Source: an optimization exercise on an open RTL-to-GDS flow (aim: small area, a short achievable clock period and few clock cycles per item). Production flows keep margins and buffers that such runs may drop. In this exercise RTL edits were held to simulation tests only and were not proved equivalent to the original.

## flow/config.mk

```make
export PLATFORM = sky130hd
export DESIGN_NAME = gpc_ppa
export DESIGN_NICKNAME = gpc_ppa
export VERILOG_FILES = /design/flow/design.v
export SDC_FILE = /design/flow/constraint.sdc
export NUM_CORES = 4
export LEC_CHECK = 0
export CAP_MARGIN = 20
export CORE_MARGIN = 2
export CORE_UTILIZATION = 45
export CTS_CLUSTER_DIAMETER = 100
export CTS_CLUSTER_SIZE = 25
export GPL_ROUTABILITY_DRIVEN = 1
export GPL_TIMING_DRIVEN = 1
export PLACE_DENSITY = 0.55
export SLEW_MARGIN = 20
```

## flow/constraint.sdc

```tcl
create_clock -name core_clock -period 10.0 [get_ports {clk}]
set_input_delay 2.0000 -clock core_clock [delete_from_list [all_inputs] [get_ports {clk}]]
set_output_delay 2.0000 -clock core_clock [all_outputs]
set_load 0.01 [all_outputs]
```

## flow/design.v

```verilog
module aes_sbox_top (
    input  wire [7:0]  a,
    output wire [12:0] m
);
  wire U0=a[7],U1=a[6],U2=a[5],U3=a[4],U4=a[3],U5=a[2],U6=a[1],U7=a[0];
  wire T1=U0^U3, T2=U0^U5, T3=U0^U6, T4=U3^U5, T5=U4^U6, T6=T1^T5;
  wire T7=U1^U2, T8=U7^T6, T9=U7^T7, T10=T6^T7, T11=U1^U5, T12=U2^U5;
  wire T13=T3^T4, T14=T6^T11, T15=T5^T11, T16=T5^T12, T17=T9^T16, T18=U3^U7;
  wire T19=T7^T18, T20=T1^T19, T21=U6^U7, T22=T7^T21, T23=T2^T22, T24=T2^T10;
  wire T25=T20^T17, T26=T3^T16, T27=T1^T12, M1=T13&T6, M2=T23&T8, M3=T14^M1;
  wire M4=T19&U7, M5=M4^M1, M6=T3&T16, M7=T22&T9, M8=T26^M6, M9=T20&T17;
  wire M10=M9^M6, M11=T1&T15, M12=T4&T27, M13=M12^M11, M14=T2&T10, M15=M14^M11;
  wire M16=M3^M2, M17=M5^T24, M18=M8^M7, M19=M10^M15, M20=M16^M13, M21=M17^M15;
  wire M22=M18^M13;
  assign m = {M19, M20, M21, M22, T25, T1, T2, T3, T6, T8, T9, T15, T19};
endmodule
module aes_sbox_bot (
    input  wire [12:0] m,
    output wire [7:0]  y
);
  wire M19=m[12], M20=m[11], M21=m[10], M22=m[9], T25=m[8], T1=m[7], T2=m[6], T3=m[5], T6=m[4], T8=m[3], T9=m[2], T15=m[1], T19=m[0];
  wire T4=T2^T1, T10=T9^T8, T13=T3^T4, T20=T1^T19, T22=T3^T20, T23=T2^T22;
  wire T27=T10^T15, U7=T6^T8, T16=T27^T6, T17=T9^T16;
  wire M23=M19^T25;
  wire M24=M22^M23, M25=M22&M20, M26=M21^M25, M27=M20^M21, M28=M23^M25, M29=M28&M27;
  wire M30=M26&M24, M31=M20&M23, M32=M27&M31, M33=M27^M25, M34=M21&M22, M35=M24&M34;
  wire M36=M24^M25, M37=M21^M29, M38=M32^M33, M39=M23^M30, M40=M35^M36, M41=M38^M40;
  wire M42=M37^M39, M43=M37^M38, M44=M39^M40, M45=M42^M41, M46=M44&T6, M47=M40&T8;
  wire M48=M39&U7, M49=M43&T16, M50=M38&T9, M51=M37&T17, M52=M42&T15, M53=M45&T27;
  wire M54=M41&T10, M55=M44&T13, M56=M40&T23, M57=M39&T19, M58=M43&T3, M59=M38&T22;
  wire M60=M37&T20, M61=M42&T1, M62=M45&T4, M63=M41&T2, L0=M61^M62, L1=M50^M56;
  wire L2=M46^M48, L3=M47^M55, L4=M54^M58, L5=M49^M61, L6=M62^L5, L7=M46^L3;
  wire L8=M51^M59, L9=M52^M53, L10=M53^L4, L11=M60^L2, L12=M48^M51, L13=M50^L0;
  wire L14=M52^M61, L15=M55^L1, L16=M56^L0, L17=M57^L1, L18=M58^L8, L19=M63^L4;
  wire L20=L0^L1, L21=L1^L7, L22=L3^L12, L23=L18^L2, L24=L15^L9, L25=L6^L10;
  wire L26=L7^L9, L27=L8^L10, L28=L11^L14, L29=L11^L17;
  assign y[7]=L6^L24;
  assign y[6]=~(L16^L26);
  assign y[5]=~(L19^L28);
  assign y[4]=L6^L21;
  assign y[3]=L20^L22;
  assign y[2]=L25^L29;
  assign y[1]=~(L13^L27);
  assign y[0]=~(L6^L23);
endmodule
module aes_sbox (
    input  wire [7:0] a,
    output wire [7:0] y
);
  wire [12:0] m;
  aes_sbox_top u_top (.a(a), .m(m));
  aes_sbox_bot u_bot (.m(m), .y(y));
endmodule
module aes128_pipe (
    input  wire          clk,
    input  wire [55:0]   u1,
    input  wire [1279:0] rk,
    input  wire [127:0]  key2,
    input  wire          kmode,
    input  wire          kzero,
    output wire          f_raw,
    output wire [127:0]  s2
);
  function [127:0] shift_rows;
    input [127:0] t;
    integer r, c;
    begin
      for (c = 0; c < 4; c = c + 1)
        for (r = 0; r < 4; r = r + 1)
          shift_rows[127 - 8*(r + 4*c) -: 8] = t[127 - 8*(r + 4*((c + r) % 4)) -: 8];
    end
  endfunction
  function [7:0] xtime;
    input [7:0] a;
    begin
      xtime = {a[6:0], 1'b0} ^ (a[7] ? 8'h1b : 8'h00);
    end
  endfunction
  function [31:0] mix_col;
    input [31:0] col;
    reg [7:0] a0, a1, a2, a3;
    begin
      a0 = col[31:24];
      a1 = col[23:16];
      a2 = col[15:8];
      a3 = col[7:0];
      mix_col[31:24] = xtime(a0) ^ (xtime(a1) ^ a1) ^ a2 ^ a3;
      mix_col[23:16] = a0 ^ xtime(a1) ^ (xtime(a2) ^ a2) ^ a3;
      mix_col[15:8]  = a0 ^ a1 ^ xtime(a2) ^ (xtime(a3) ^ a3);
      mix_col[7:0]   = (xtime(a0) ^ a0) ^ a1 ^ a2 ^ xtime(a3);
    end
  endfunction
  function [127:0] mix_columns;
    input [127:0] t;
    begin
      mix_columns = {mix_col(t[127:96]), mix_col(t[95:64]),
                     mix_col(t[63:32]),  mix_col(t[31:0])};
    end
  endfunction
  reg  [2079:0] cm;    
  reg  [1279:0] s;     
  wire [1279:0] u;     
  reg  [71:0]  s1c;
  wire [127:0] s1 = {s[127:72], s1c};
  assign s2 = s[255:128];
  assign u[127:0] = {u1, 72'd0};
  assign u[255:128] = mix_columns(shift_rows(s1)) ^ key2;
  always @(posedge clk)
    if (kmode) s1c <= kzero ? 72'd0 : s2[71:0];
  genvar g, b;
  generate
    for (g = 2; g < 10; g = g + 1) begin : g_ark
      assign u[128*g +: 128] = mix_columns(shift_rows(s[128*(g-1) +: 128])) ^ rk[128*g-1 -: 128];
    end
    for (g = 0; g < 10; g = g + 1) begin : g_round
      wire [207:0] mt;
      wire [127:0] y;
      for (b = (g == 0 ? 9 : 0); b < 16; b = b + 1) begin : g_byte
        aes_sbox_top u_top (.a(u[128*g + 8*b +: 8]), .m(mt[13*b +: 13]));
        aes_sbox_bot u_bot (.m(cm[208*g + 13*b +: 13]), .y(y[8*b +: 8]));
      end
      if (g == 0) begin : g_r1
        always @(posedge clk) begin
          cm[207:117] <= mt[207:117];
          s[127:72]   <= kmode ? (kzero ? 56'd0 : s2[127:72]) : y[127:72];
        end
      end else begin : g_rn
        always @(posedge clk) begin
          cm[208*g +: 208] <= mt;
          s[128*g +: 128]  <= y;
        end
      end
    end
  endgenerate
  assign f_raw = s[1279];
endmodule
module gpc_ppa (
    input  wire         clk,
    input  wire         rst,
    input  wire         start,
    input  wire         op,
    input  wire [255:0] key,
    input  wire [63:0]  point,
    output wire         ready,
    output reg          done,
    output reg  [63:0]  result,
    output reg          err
);
  localparam integer NQ = 4;           
  localparam integer QW = 65;          
  localparam integer PD = 21;          
  function [55:0] rev56;
    input [55:0] x;
    integer k;
    begin
      for (k = 0; k < 56; k = k + 1) rev56[k] = x[55-k];
    end
  endfunction
  function [55:0] pre_or;
    input [55:0] x;
    reg [55:0] t;
    begin
      t = x;
      t = t | (t << 1);
      t = t | (t << 2);
      t = t | (t << 4);
      t = t | (t << 8);
      t = t | (t << 16);
      t = t | (t << 32);
      pre_or = t;
    end
  endfunction
  function [55:0] drop_low;
    input [55:0] x;
    reg [55:0] t;
    begin
      t = pre_or(x);
      drop_low = x & {t[54:0], 1'b0};
    end
  endfunction
  function [55:0] same_pre;
    input [55:0] d;
    reg [55:0] t;
    begin
      t = pre_or(d);
      same_pre = ~{t[54:0], 1'b0};
    end
  endfunction
  function [7:0] xtime;
    input [7:0] a;
    begin
      xtime = {a[6:0], 1'b0} ^ (a[7] ? 8'h1b : 8'h00);
    end
  endfunction
  function [127:0] shift_rows;
    input [127:0] t;
    integer r, c;
    begin
      for (c = 0; c < 4; c = c + 1)
        for (r = 0; r < 4; r = r + 1)
          shift_rows[127 - 8*(r + 4*c) -: 8] = t[127 - 8*(r + 4*((c + r) % 4)) -: 8];
    end
  endfunction
  integer e;
  reg rst_q;
  always @(posedge clk) rst_q <= rst;
  reg          keyv;
  reg          cv;       
  reg [127:0]  ck;
  reg [127:0]  padc;
  reg [1279:0] rk;       
  wire [55:0]  padc_p = rev56(padc[127:72]);
  wire [127:0] pk = padc ^ ck;
  reg         rdy;       
  reg         in_v;
  reg         in_op;
  reg         in_age;    
  reg [63:0]  in_pt;
  reg [55:0]  in_d;
  reg [127:0] kw;        
  reg [127:0] kbl;       
  assign ready = rdy;
  wire accept = start && rdy && !rst;
  reg  [55:0] fe_a;      
  wire [55:0] a_in = rev56(in_pt[55:0]);
  wire [55:0] x_in = a_in ^ padc_p;
  wire [55:0] m_in = same_pre(a_in ^ fe_a);
  wire [55:0] d_in = cv ? ({x_in[54:0], 1'b0} & ~m_in) : {x_in[54:0], 1'b1};
  reg [QW*NQ-1:0] q;
  reg [2:0]       qn;
  wire [63:0]     h_pt = q[63:0];
  wire            h_z  = q[64];
  reg  [55:0] fe_d;      
  reg  [55:0] fe_n;      
  reg         fe_issue;  
  reg         fe_last;   
  reg  [2:0]  fe_cnt;    
  reg         pop_q;     
  wire [55:0] fe_pm = pre_or(fe_d);
  wire [55:0] fe_lb = fe_d & ~{fe_pm[54:0], 1'b0};
  wire [55:0] fe_x = (fe_a ^ padc_p) & ~fe_pm;
  reg  [5:0]  fe_p;
  always @* begin
    fe_p = 6'd0;
    for (e = 0; e < 56; e = e + 1)
      if (fe_lb[e]) fe_p = fe_p | e[5:0];
  end
  reg        kact;
  reg [1:0]  kph;
  reg [5:0]  kt;
  reg [7:0]  rcon;
  wire       kgo = in_v && !in_op && !kact && (fe_cnt == 3'd0) && !fe_issue;
  wire       kupd = kact && (kph == 2'd0) && (kt >= 6'd3) && (kt <= 6'd30);
  wire       kend = kact && (kt == 6'd34);
  wire       kzero = kgo || (kact && ((kph == 2'd0) || (kt == 6'd1) || (kt == 6'd31)));
  wire       xfer  = in_v && in_op && keyv && !kact && in_age &&
                     (!fe_issue || fe_last) && (fe_cnt != NQ);
  wire       nokey = in_v && in_op && !keyv;
  wire [127:0] s2;
  wire [31:0] kn0 = kw[127:96] ^ s2[127:96] ^ {rcon, 24'd0};
  wire [31:0] kn1 = kw[95:64] ^ kn0;
  wire [31:0] kn2 = kw[63:32] ^ kn1;
  wire [31:0] kn3 = kw[31:0] ^ kn2;
  reg  [4:0]   ksel;
  wire [127:0] key2 = ({128{ksel[0]}} & rk[127:0]) |
                      ({128{ksel[1]}} & {kw[23:0], kw[31:24], 96'd0}) |
                      ({128{ksel[2]}} & (kbl ^ ck)) |
                      ({128{ksel[3]}} & pk) |
                      ({128{ksel[4]}} & kw);
  wire       kact_n = kgo || (kact && !kend);
  wire [1:0] kph_n  = kgo ? 2'd1 : ((kph == 2'd2) ? 2'd0 : kph + 2'd1);
  wire [5:0] kt_n   = kgo ? 6'd1 : kt + 6'd1;
  wire [4:0] ksel_n = !kact_n         ? 5'b00001 :
                      (kph_n == 2'd1) ? 5'b00010 :
                      (kt_n == 6'd2)  ? 5'b00100 :
                      (kt_n == 6'd32) ? 5'b01000 : 5'b10000;
  reg  [55:0]    r0;
  reg  [PD-1:0]  pv;       
  reg  [PD-1:0]  pl;       
  reg  [6*PD-1:0] pp;      
  wire           f_raw;
  aes128_pipe u_pipe (
      .clk  (clk),
      .u1   (r0),
      .rk   (rk),
      .key2 (key2),
      .kmode(kact || kgo),
      .kzero(kzero),
      .f_raw(f_raw),
      .s2   (s2)
  );
  wire       f_v = pv[PD-1];
  wire       f   = f_raw ^ rk[1279];
  wire [5:0] f_p = pp[6*PD-1 -: 6];
  wire       f_l = pl[PD-1];
  reg  [55:0] as_f;      
  reg  [55:0] h_m;       
  reg  [55:0] nf;        
  reg  [55:0] cm;        
  reg  [55:0] f_pm;      
  always @* begin
    for (e = 0; e < 56; e = e + 1) f_pm[e] = (e[5:0] >= f_p);
  end
  wire [55:0] nf_u = f_v ? ((nf & ~f_pm) | ({56{f}} & f_pm)) : nf;
  wire [55:0] cm_u = f_v ? (cm | f_pm) : cm;
  wire        h_fl = |(as_f & h_m & ~{1'b0, h_m[55:1]});     
  wire [55:0] inh  = (as_f & h_m) | ({56{h_fl}} & ~h_m);
  wire [55:0] fl   = (nf_u & cm_u) | (inh & ~cm_u);
  wire        h_end = (qn != 3'd0) && (h_z || (f_v && f_l));
  wire [55:0] m_q = same_pre(rev56(q[QW+55:QW]) ^ rev56(q[55:0]));
  reg         push_v;
  reg         push_z;    
  reg  [7:0]  push_hi;   
  reg  [55:0] push_m;    
  wire [2:0]  qn_pop = qn - {2'd0, h_end};
  reg  [QW*NQ-1:0] q_n;
  always @* begin
    q_n = q;
    if (h_end) q_n = q >> QW;
    for (e = 0; e < NQ; e = e + 1)
      if (push_v && qn_pop == e) q_n[QW*e +: QW] = {push_z, push_hi, rev56(fe_a)};
  end
  wire [55:0] fe_dx = xfer ? in_d : fe_issue ? fe_n : fe_d;
  wire [55:0] fe_nx = xfer ? drop_low(in_d) : fe_issue ? drop_low(fe_n) : fe_n;
  wire in_take = xfer || nokey || kend;
  always @(posedge clk) begin
    if (!in_v) begin
      in_op <= op;
      in_pt <= point;
      kbl   <= key[127:0];
    end
    in_d <= d_in;
    if (rst_q) begin
      rdy   <= !accept;
      in_v  <= accept;
      in_age <= 1'b0;
      if (!in_v) kw <= key[255:128];
      keyv  <= 1'b0;
      cv    <= 1'b0;
      qn    <= 3'd0;
      fe_cnt <= 3'd0;
      fe_issue <= 1'b0;
      fe_last <= 1'b1;
      pop_q <= 1'b0;
      push_v <= 1'b0;
      fe_d  <= 56'd0;
      fe_n  <= 56'd0;
      kact  <= 1'b0;
      ksel  <= 5'b00001;
      pv    <= {PD{1'b0}};
      nf    <= 56'd0;
      cm    <= 56'd0;
      done  <= 1'b0;
      err   <= 1'b0;
    end else begin
      in_v   <= accept || (in_v && !in_take);
      rdy    <= !(accept || (in_v && !in_take));
      in_age <= !accept;
      fe_d     <= fe_dx;
      fe_n     <= fe_nx;
      fe_issue <= (fe_dx != 56'd0);
      fe_last  <= (fe_nx == 56'd0);
      pop_q    <= h_end;
      fe_cnt   <= fe_cnt + {2'd0, xfer} - {2'd0, pop_q};
      push_v   <= xfer;
      if (xfer) begin
        fe_a    <= a_in;
        cv      <= 1'b1;
        push_z  <= (in_d == 56'd0);
        push_hi <= in_pt[63:56];
        push_m  <= m_in;
      end
      q  <= q_n;
      qn <= qn_pop + {2'd0, push_v};
      r0 <= pk[127:72] ^ rev56(fe_x);
      pv <= {pv[PD-2:0], fe_issue};
      pl <= {pl[PD-2:0], fe_last};
      pp <= {pp[6*PD-7:0], fe_p};
      kact <= kact_n;
      kph  <= kph_n;
      kt   <= kt_n;
      ksel <= ksel_n;
      if (kgo) begin
        rcon <= 8'h01;
        ck   <= kw;
        keyv <= 1'b0;
      end else if (kact) begin
        if (kupd) begin
          kw   <= {kn0, kn1, kn2, kn3};
          rcon <= xtime(rcon);
        end
        for (e = 1; e <= 10; e = e + 1)
          if (kt == 3*e + 1) rk[128*e-1 -: 128] <= kw;
        if (kt == 6'd31) padc <= shift_rows(s2) ^ kw;
        if (kend) begin
          keyv <= 1'b1;
          cv   <= 1'b0;
        end
      end else if (!in_v) begin
        kw <= key[255:128];
      end
      if (h_end && qn != 3'd1)
        h_m <= m_q;
      else if (push_v && qn_pop == 3'd0)
        h_m <= push_m;
      done <= 1'b0;
      if (f_v) begin
        nf <= nf_u;
        cm <= cm_u;
      end
      result <= {64{!nokey}} & {h_pt[63:56], h_pt[55:0] ^ rev56(fl)};
      err    <= nokey;
      if (h_end) begin
        as_f   <= fl;
        nf     <= 56'd0;
        cm     <= 56'd0;
        done   <= 1'b1;
      end else if (nokey || kend) begin
        done   <= 1'b1;
      end
      if (rst) done <= 1'b0;
    end
  end
endmodule
```

## flow/flow/run.sh

```bash
#!/bin/bash
# The standard layout (standard.sh) with two changes:
#  - synthesis maps with ABC's area-oriented &nf mapper on structural
#    choices (flow/abc_nf.script) instead of ORFS's speed script; the
#    synthesis script is the standard flow's own synth_recipe.tcl, unchanged, with the
#    yosys abc command wrapped so that its -script argument names that file;
#  - timing repair aims at a 3.5 ns period (setup slack margin 6.5 ns).
# Each tool's full output stays in the ORFS logs; make's in flow_make.log.
set -euo pipefail
here=$(pwd)
cat > my_synth.tcl <<EOT
proc abc {args} {
  set i [lsearch -exact \$args -script]
  if {\$i >= 0} { lset args [expr {\$i + 1}] $here/flow/abc_nf.script }
  yosys abc {*}\$args
}
EOT
cat synth_recipe.tcl >> my_synth.tcl
bash standard.sh SYNTH_SCRIPT=$here/my_synth.tcl SETUP_SLACK_MARGIN=6.5 finish > flow_make.log 2>&1
```

## flow/flow/abc_nf.script

```
&get -n
&st
&dch
&nf -R 1000
&put
topo
stime -c
```

## flow/standard.sh

```bash
#!/bin/bash
# synth_recipe.tcl (not shown) runs the flow's synth.tcl, then flattens the netlist and writes it again
# the make line also repeats each setting of config.mk as NAME=value (left out here)
make -C /OpenROAD-flow-scripts/flow DESIGN_CONFIG=/design/flow/config.mk WORK_HOME=/design/flow/orfs CLKGATE_MAP_FILE= SYNTH_SCRIPT=/design/flow/synth_recipe.tcl "${@:-finish}"
```

==> run_results.csv, run 1 <==
group,metric,value,unit
clock_tree,cts_tree,"done",
logic_synthesis,ys.flop_type,"dfxtp_1",
timing,min_period,5.06,ns
placement,dpl.cell_count,40300,
timing,clock.fmax,0.198,GHz
timing,slew_headroom,16.6,%
timing,drv_slew,0,
grt,use_met1,40.2,%
clock_tree,insertion_delay,1.05,ns
routing,drtIter0Drc,20000,
grt,grt_start_max_net_pins,153,
clock_tree,clk_pin_slew,0.10,ns
grt,grt_pass1_wl,1560,mm
timing,rsz0062_at_grt,"true",
clock_tree,cts_sinks,5282,
routing,routedWlPerCell,27.2,microns
logic_synthesis,yosysWarnings,2,
worst_setup_path,crit_family,"simple AND/OR/NAND/NOR gates",
worst_setup_path,worst_ep_required_time,10.90,ns
grt,grt_usage,30.5,%
cells_and_area,syn_to_final_growth,12.2,%
grt,gr-total-overflow,0,
routing,via_per_inst,5.15,
worst_setup_path,rrSetupSlack,4.94,ns
routing,post-route-drc-count,0,
floorplan,pin_count,391,
timing,setup_ws,4.94,ns
timing,worst_slew_pin_slew,1.24,ns
logic_synthesis,syn_area,0.316,sq mm
logic_synthesis,yosysSeqAreaShare,40.9,%
worst_setup_path,end_kind,"flip-flop",
run_status,outcome,"timing/DRC/antenna clean",
worst_setup_path,critPathKind,"reg2reg",
floorplan,die-area,0.709,sq mm
logic_synthesis,ys_types,62,
worst_setup_path,cp.arrival,5.96,ns
timing,tns,0,ns
grt,groute.layer.met3.usage,4.75,%
cells_and_area,seqCellArea,0.130,sq mm
logic_synthesis,syn_nets,30800,
logic_synthesis,postSynth.asyncResetShare,0,%
cells_and_area,multi_input_area,0.191,sq mm
routing,vias,213000,
cells_and_area,fillers,64000,
grt,antenna_found_initial,213,
logic_synthesis,postSynthAreaPerCell,10.4,sq um
cells_and_area,fin_nets,32200,
worst_setup_path,path_common_cell,"or4_4",
logic_synthesis,synthCells,30200,
worst_setup_path,start_kind,"flip-flop",
flow_run,drv_cap,0,
worst_setup_path,slowest_stage,"or4_4",
timing,fin_crit_sh,50.6,%
placement,port-buffer-count,390,
logic_synthesis,synth_seq_cells,5282,
grt,grt-busiest-layer,"met2",
timing,setup_viol,0,
floorplan,num_rows,307,
floorplan,start_util,45.2,%
worst_setup_path,path_buf_inv,4,
clock_tree,cts.htree.levels,5,
clock_tree,numCtsBuffers,274,
floorplan,coreArea,0.699,sq mm
worst_setup_path,cpPeakStageDelay,0.58,ns
clock_tree,clockBufferDepth,4,
worst_setup_path,critical_path.cell_chain,"xor2_2 > or4_4 > nor2_4 > and2_4 > nand3_4 > buf_4 > buf_6 > nor2_4 > nand3_2 > or4_4 > or3_4 > or4_4 > clkinv_4 > nand3_4 > or4_4 > nor3_4 > clkinv_2 > or3_4 > o21ai_2",
clock_tree,holdBufCountCts,0,
timing,final-hold-violation-count,0,
worst_setup_path,crit_fanout,3,
min_path,hold_class,"reg2reg",
routing,first_pass_iters,6,
clock_tree,root_buffer,"clkbuf_16",
placement,dp_slack,3.69,ns
cells_and_area,drive_above_1_share,6.93,%
placement,dp_hpwl,886,mm
grt,grt_pass1_vias,207000,
floorplan,die_w,842,microns
routing,ant_nets,0,
grt,grtUsageMet2,49.5,%
cells_and_area,instances_no_fill,41400,
timing,skew,0.0605,ns
routing,wirelength,1120,mm
floorplan,die_y,842,microns
cells_and_area,final_common_cell,"xnor2_1",
logic_synthesis,synth_edf_count,2360,
placement,place_congestion,0.955,
cells_and_area,final_cell_mix,"xnor2_1, xor2_1, dfxtp_1",
-- worst register-to-register path: stages (launching register included) --
cell      delay [ns]
edfxtp_1        0.44
xor2_2          0.21
or4_4           0.54
nor2_4          0.13
and2_4          0.17
nand3_4         0.09
buf_4           0.17
buf_6           0.12
nor2_4          0.08
nand3_2         0.10
or4_4           0.47
or3_4           0.40
or4_4           0.58
clkinv_4        0.08
nand3_4         0.09
or4_4           0.46
nor3_4          0.19
clkinv_2        0.10
or3_4           0.42
o21ai_2         0.13
-- metal layers --
metal  routed length [microns]  up-vias
met4                     59700       36
met1                    473000   104000
met5                       230        -
li1                          -   101000
met3                     75700     1500
met2                    515000     6904
-- cell usage after synthesis, drive strengths merged, types with 59 or more instances --
cell	count	area share, %
xnor2	10400	29
xor2	5255	15
dfxtp	2922	19
nand2	2493	3.0
edfxtp	2360	22
nor2	1728	2.1
a21oi	745	1.2
clkinv	648	0.77
o21ai	567	0.90
nand2b	415	0.82
and2	408	0.81
nor2b	323	0.64
ha	258	1.0
mux2i	250	0.79
mux2	198	0.71
a211oi	164	0.39
nand3	143	0.23
a222oi	128	0.41
a21o	121	0.29
a31o	115	0.32
nor4	94	0.19
a31oi	59	0.12
-- flip-flops by register name (all words and copies together), names as in the netlist, 55 cells and up --
name and flops:
r0 56, fe_d 56, result 64, cm 56, fe_n 56, u_pipe.s1c 72
q 260, pp 126, kw 128, in_d 56, u_pipe.cm 1612, push_m 55
fe_a 56, kbl 128, u_pipe.s 985, as_f 56, padc 128, rk 937
h_m 55, in_pt 64, nf 56, ck 128
-- cells by family (layout without fill, tap and decap cells) --
| family | Yosys count | count (layout) | synth area share [%] |
|---|---|---|---|
| simple gates | 5855 | 5858 | 8.21 |
| buf+inv | 648 | 2268 | 0.770 |
| flops | 5282 | 5282 | 40.9 |
| xor+xnor | 15700 | 15700 | 43.6 |
| fa+ha+maj | 259 | 259 | 1.03 |
| compound gates | 2043 | 2044 | 3.95 |
| mux | 448 | 448 | 1.50 |
| other cells | 0 | 234 | 0 |
-- final cells by class --
| cell class | instances | share of cell area [%] |
|---|---|---|
| diodes | 234 | 0.165 |
| repair inverters | 1 | 0.00459 |
| flip-flops and latches | 5282 | 36.5 |
| multi-input cells | 24300 | 54.0 |
| repair buffers | 1118 | 2.84 |
| clock inverters | 93 | 0.305 |
| well taps | 9270 | 3.27 |
| inverters | 648 | 0.700 |
| clock buffers | 408 | 2.18 |
-- metrics by stage --
| step | util, % | hold WS [ns] | cell area (sq um) |
|---|---|---|---|
| 2_1_floorplan | - | 0.400 | 316000 |
| 5_1_grt | 50.6 | 0.420 | 354000 |
| 3_3_place_gp | 47.9 | 0.402 | 335000 |
| 3_5_place_dp | 47.9 | 0.405 | 335000 |
| 6_report | 50.7 | 0.419 | 354000 |
| 4_1_cts | 49.9 | 0.418 | 349000 |
-- final timing paths --
path / start / end / depth (start not counted)
hold reg to reg: pp[9]$_DFFE_PN_ / pp[15]$_DFFE_PN_ / 0
setup / recovery: q[118]$_DFFE_PP_ / h_m[50]$_DFFE_PP_ / 19
setup reg to reg: q[118]$_DFFE_PP_ / h_m[50]$_DFFE_PP_ / 19
hold / removal: pp[9]$_DFFE_PN_ / pp[15]$_DFFE_PN_ / 0
-- what timing repair did --
item | CTS | global route
setup endpoints to repair | 2131 | 1026
gates cloned | 10 | 1
pin swaps | 131 | 156
setup buffers | 177 | 153
resized for setup | 966 | 576
Testbench counts, summed over its fixed seeds: cycles 7,385, items 384.
==> inputs of run 2 (changes only) <==
--- a/flow/design.v
+++ b/flow/design.v
@@ -330,6 +330,7 @@
       kbl   <= key[127:0];
     end
     in_d <= d_in;
+    result <= {64{!nokey}} & {h_pt[63:56], h_pt[55:0] ^ rev56(fl)};
     if (rst_q) begin
       rdy   <= !accept;
       in_v  <= accept;
@@ -408,7 +409,6 @@
         nf <= nf_u;
         cm <= cm_u;
       end
-      result <= {64{!nokey}} & {h_pt[63:56], h_pt[55:0] ^ rev56(fl)};
       err    <= nokey;
       if (h_end) begin
         as_f   <= fl;
==> flow/flow/run.sh (replaced) <==
#!/bin/bash
# The standard layout (standard.sh) with two changes:
#  - synthesis maps with ABC's &nf mapper (delay-oriented, with area
#    recovery) on structural
#    choices (flow/abc_nf.script) instead of ORFS's speed script; the
#    synthesis script is the standard flow's own synth_recipe.tcl, unchanged, with the
#    yosys abc command wrapped so that its -script argument names that file;
#  - timing repair aims at a 3.6 ns period (setup slack margin 6.4 ns).
# Each tool's full output stays in the ORFS logs; make's in flow_make.log.
set -euo pipefail
here=$(pwd)
cat > my_synth.tcl <<EOT
proc abc {args} {
  set i [lsearch -exact \$args -script]
  if {\$i >= 0} { lset args [expr {\$i + 1}] $here/flow/abc_nf.script }
  yosys abc {*}\$args
}
EOT
cat synth_recipe.tcl >> my_synth.tcl
bash standard.sh SYNTH_SCRIPT=$here/my_synth.tcl SETUP_SLACK_MARGIN=6.4 finish > flow_make.log 2>&1
==> flow/flow/abc_nf.script (replaced) <==
&get -n
&st
&dch
&nf
&put
topo
stime -c
==> run 2 against run 1 <==
Effect of this change: flip-flop and latch count is the same; routed wire length is 5.6% higher; sequential share of layout area fell by 0.81 points; area after synthesis up 3.3%.
==> run_results.csv, run 2 <==
group,metric,value,unit
logic_synthesis,yosysWarnings,2,
routing,via_per_inst,5.39,
cells_and_area,final_common_cell,"xnor2_1",
timing,clock.fmax,0.274,GHz
floorplan,num_rows,312,
clock_tree,clk_pin_slew,0.11,ns
clock_tree,numCtsBuffers,280,
clock_tree,root_buffer,"clkbuf_16",
placement,port-buffer-count,390,
grt,antenna_found_initial,202,
floorplan,coreArea,0.722,sq mm
placement,dp_hpwl,936,mm
logic_synthesis,postSynthAreaPerCell,10.7,sq um
grt,gr-total-overflow,0,
logic_synthesis,ys.flop_type,"dfxtp_1",
worst_setup_path,cp.arrival,4.61,ns
timing,slew_headroom,12.1,%
logic_synthesis,synthCells,30600,
clock_tree,cts.htree.levels,5,
floorplan,start_util,45.2,%
cells_and_area,regMostFlops,"u_pipe.cm",
logic_synthesis,synth_adder_area_share,0.996,%
logic_synthesis,synthMuxAreaShare,1.30,%
min_path,hold_class,"reg2reg",
timing,fin_crit_sh,36.5,%
routing,wirelength,1190,mm
cells_and_area,instances_no_fill,41900,
worst_setup_path,end_kind,"flip-flop",
clock_tree,holdBufCountCts,0,
logic_synthesis,yosys.area.top_type,"xnor2_1",
timing,skew,0.0923,ns
routing,routedWlPerCell,28.3,microns
logic_synthesis,yosysSeqAreaShare,39.5,%
cells_and_area,fin_nets,32400,
routing,first_pass_iters,10,
timing,final-hold-violation-count,0,
grt,grt_pass1_vias,217000,
worst_setup_path,worst_ep_required_time,10.96,ns
worst_setup_path,critPathKind,"reg2reg",
routing,drtIter0Drc,22700,
floorplan,pin_count,391,
cells_and_area,syn_to_final_growth,10.6,%
run_status,outcome,"timing/DRC/antenna clean",
clock_tree,cts_sinks,5282,
routing,post-route-drc-count,0,
logic_synthesis,syn_area,0.326,sq mm
routing,ant_nets,0,
timing,rsz0062_at_grt,"true",
logic_synthesis,syn_nets,31100,
worst_setup_path,crit_fanout,52,
placement,dpl.cell_count,40900,
timing,min_period,3.65,ns
routing,vias,226000,
logic_synthesis,synth-compound-area-share,5.96,%
clock_tree,clockBufferDepth,4,
floorplan,die_y,855,microns
clock_tree,insertion_delay,1.09,ns
logic_synthesis,synthSimpleGateAreaFrac,9.42,%
timing,setup_viol,0,
cells_and_area,top_regs,"u_pipe.cm: 1612 flops, u_pipe.s: 985 flops, rk: 937 flops",
clock_tree,cts_tree,"done",
logic_synthesis,ys_types,72,
logic_synthesis,postSynth.asyncResetShare,0,%
floorplan,die-area,0.732,sq mm
timing,worst_slew_pin_slew,1.32,ns
logic_synthesis,synth_top_area_share,25.9,%
logic_synthesis,synth_seq_cells,5282,
flow_run,drv_cap,0,
logic_synthesis,synth_edf_count,2296,
grt,grt_usage,31.3,%
logic_synthesis,synth_xor_area_share,42.5,%
logic_synthesis,synth_common_cells,"xnor2_1, xor2_1, dfxtp_1",
logic_synthesis,synth_top_family_by_area,"XOR/XNOR gates",
worst_setup_path,start_kind,"flip-flop",
grt,grt_start_max_net_pins,141,
timing,drv_slew,0,
floorplan,die_w,855,microns
cells_and_area,final_cell_mix,"xnor2_1, xor2_1, dfxtp_1",
cells_and_area,drive_above_1_share,5.18,%
logic_synthesis,netlist_top_cells_area,"xnor2_1, edfxtp_1, dfxtp_1",
logic_synthesis,synth_most_common_cell,"xnor2_1",
cells_and_area,largest_reg_flops,1612,
placement,place_congestion,1.00,
timing,whs,0.410,ns
grt,grt_pass1_wl,1640,mm
==> run 2: changes by cell type after synthesis, sizes merged, moves of 213 or more <==
cell / change
clkinv: -311
nand2: -430
nor2: -213
nor2b: +276
xnor2: -783
xnor3: +468
xor2: -426
==> run 2: final timing paths <==
check | start | endpoint | slack, ns | depth (start not counted)
worst min-delay path | pp[8]$_DFFE_PN_ | pp[14]$_DFFE_PN_ | 0.41 | 0
worst max register to register | ksel[2]$_SDFF_PP0_ | u_pipe.cm[244]$_DFF_P_ | 6.35 | 12
worst max-delay path | ksel[2]$_SDFF_PP0_ | u_pipe.cm[244]$_DFF_P_ | 6.35 | 12
worst min register to register | pp[8]$_DFFE_PN_ | pp[14]$_DFFE_PN_ | 0.41 | 0
==> run 2: logic make-up (layout without fill, tap and decap cells) <==
kind of cell | count (synthesis) | count (layout)
other cells | 0 | 273
simple gates | 6356 | 6356
xor+xnor | 15000 | 15000
compound gates | 2923 | 2924
flops | 5282 | 5282
fa+ha+maj | 259 | 259
buf+inv | 337 | 1780
mux | 397 | 397
==> run 2: worst max-delay path, cell delays in order, from the launching register on <==
cell	delay, ns
dfxtp_4	0.51
buf_12	0.27
buf_12	0.30
a222oi_1	0.13
o21ai_1	0.20
xnor2_2	0.14
xnor2_1	0.31
xor2_1	0.25
clkinv_1	0.19
xnor2_1	0.18
ha_1	0.20
xnor2_1	0.24
xnor3_1	0.43
==> run 2: cell type report <==
cell class / count / area [sq um]
clock buffers: 405 / 7690
multi-input cells: 24900 / 200000
repair buffers: 929 / 8540
repair inverters: 1 / 8.76
fillers: 66200 / 361000
well taps: 9577 / 12000
inverters: 337 / 1300
flip-flops and latches: 5282 / 129000
clock inverters: 108 / 1340
diodes: 273 / 683
==> run 2: what timing repair did <==
action / CTS / global route
endpoints found under the setup margin: 1142 / 845
pin swaps: 34 / 62
buffers inserted: 58 / 99
resized for setup: 657 / 375
cloned: 4 / 3
==> run 2: stage by stage <==
stage,util (%),worst slack [ns],TNS (ns),instance area [sq um]
after floorplan,-,-9.60,-6990.92,326000
after global placement,47.9,5.04,0,346000
after detailed placement,47.9,5.16,0,346000
after CTS,49.4,6.23,0,357000
after global routing,49.9,6.20,0,360000
final,50.0,6.35,0,361000
==> run 2: layer usage <==
metal	track usage, %	wire, microns	share of wire [%]
met5	0	173	0.015
met4	15.3	64100	5.4
met3	4.92	86400	7.3
met2	49.0	529000	45
met1	42.3	507000	43
Testbench counts of run 2, summed over its fixed seeds: cycles 7,385, items 384.

[static timing again, ports no longer ideal]
How much do the figures lean on ideal ports? The routed layouts below were timed once more, with nothing changed but the port constraints.
Step 1 sets driving cells, clkbuf_16 on the clock port and buf_2 on the other inputs (assumed; they add their load-dependent delay and slew).
Step 2 times the ports against the registers' clock, not the clock port: input delays grow and output delays shrink by t, the midpoint of the rising clock arrivals with the driver on.
Three values: ideal ports, drivers, drivers and shift; two values: the first two.
run | t, ns | setup WS [ns] | worst setup path after step 2
run 1 | 1.181 | 4.939 / 4.939 / 4.939 | register to register
run 2 | 1.207 | 6.351 / 6.235 / 5.975 | input to register
After both steps setup and hold are still met in every run listed. For run 2, which loses most, drivers alone change the setup slack by -0.116 ns; drivers and shift together by -0.376 ns.
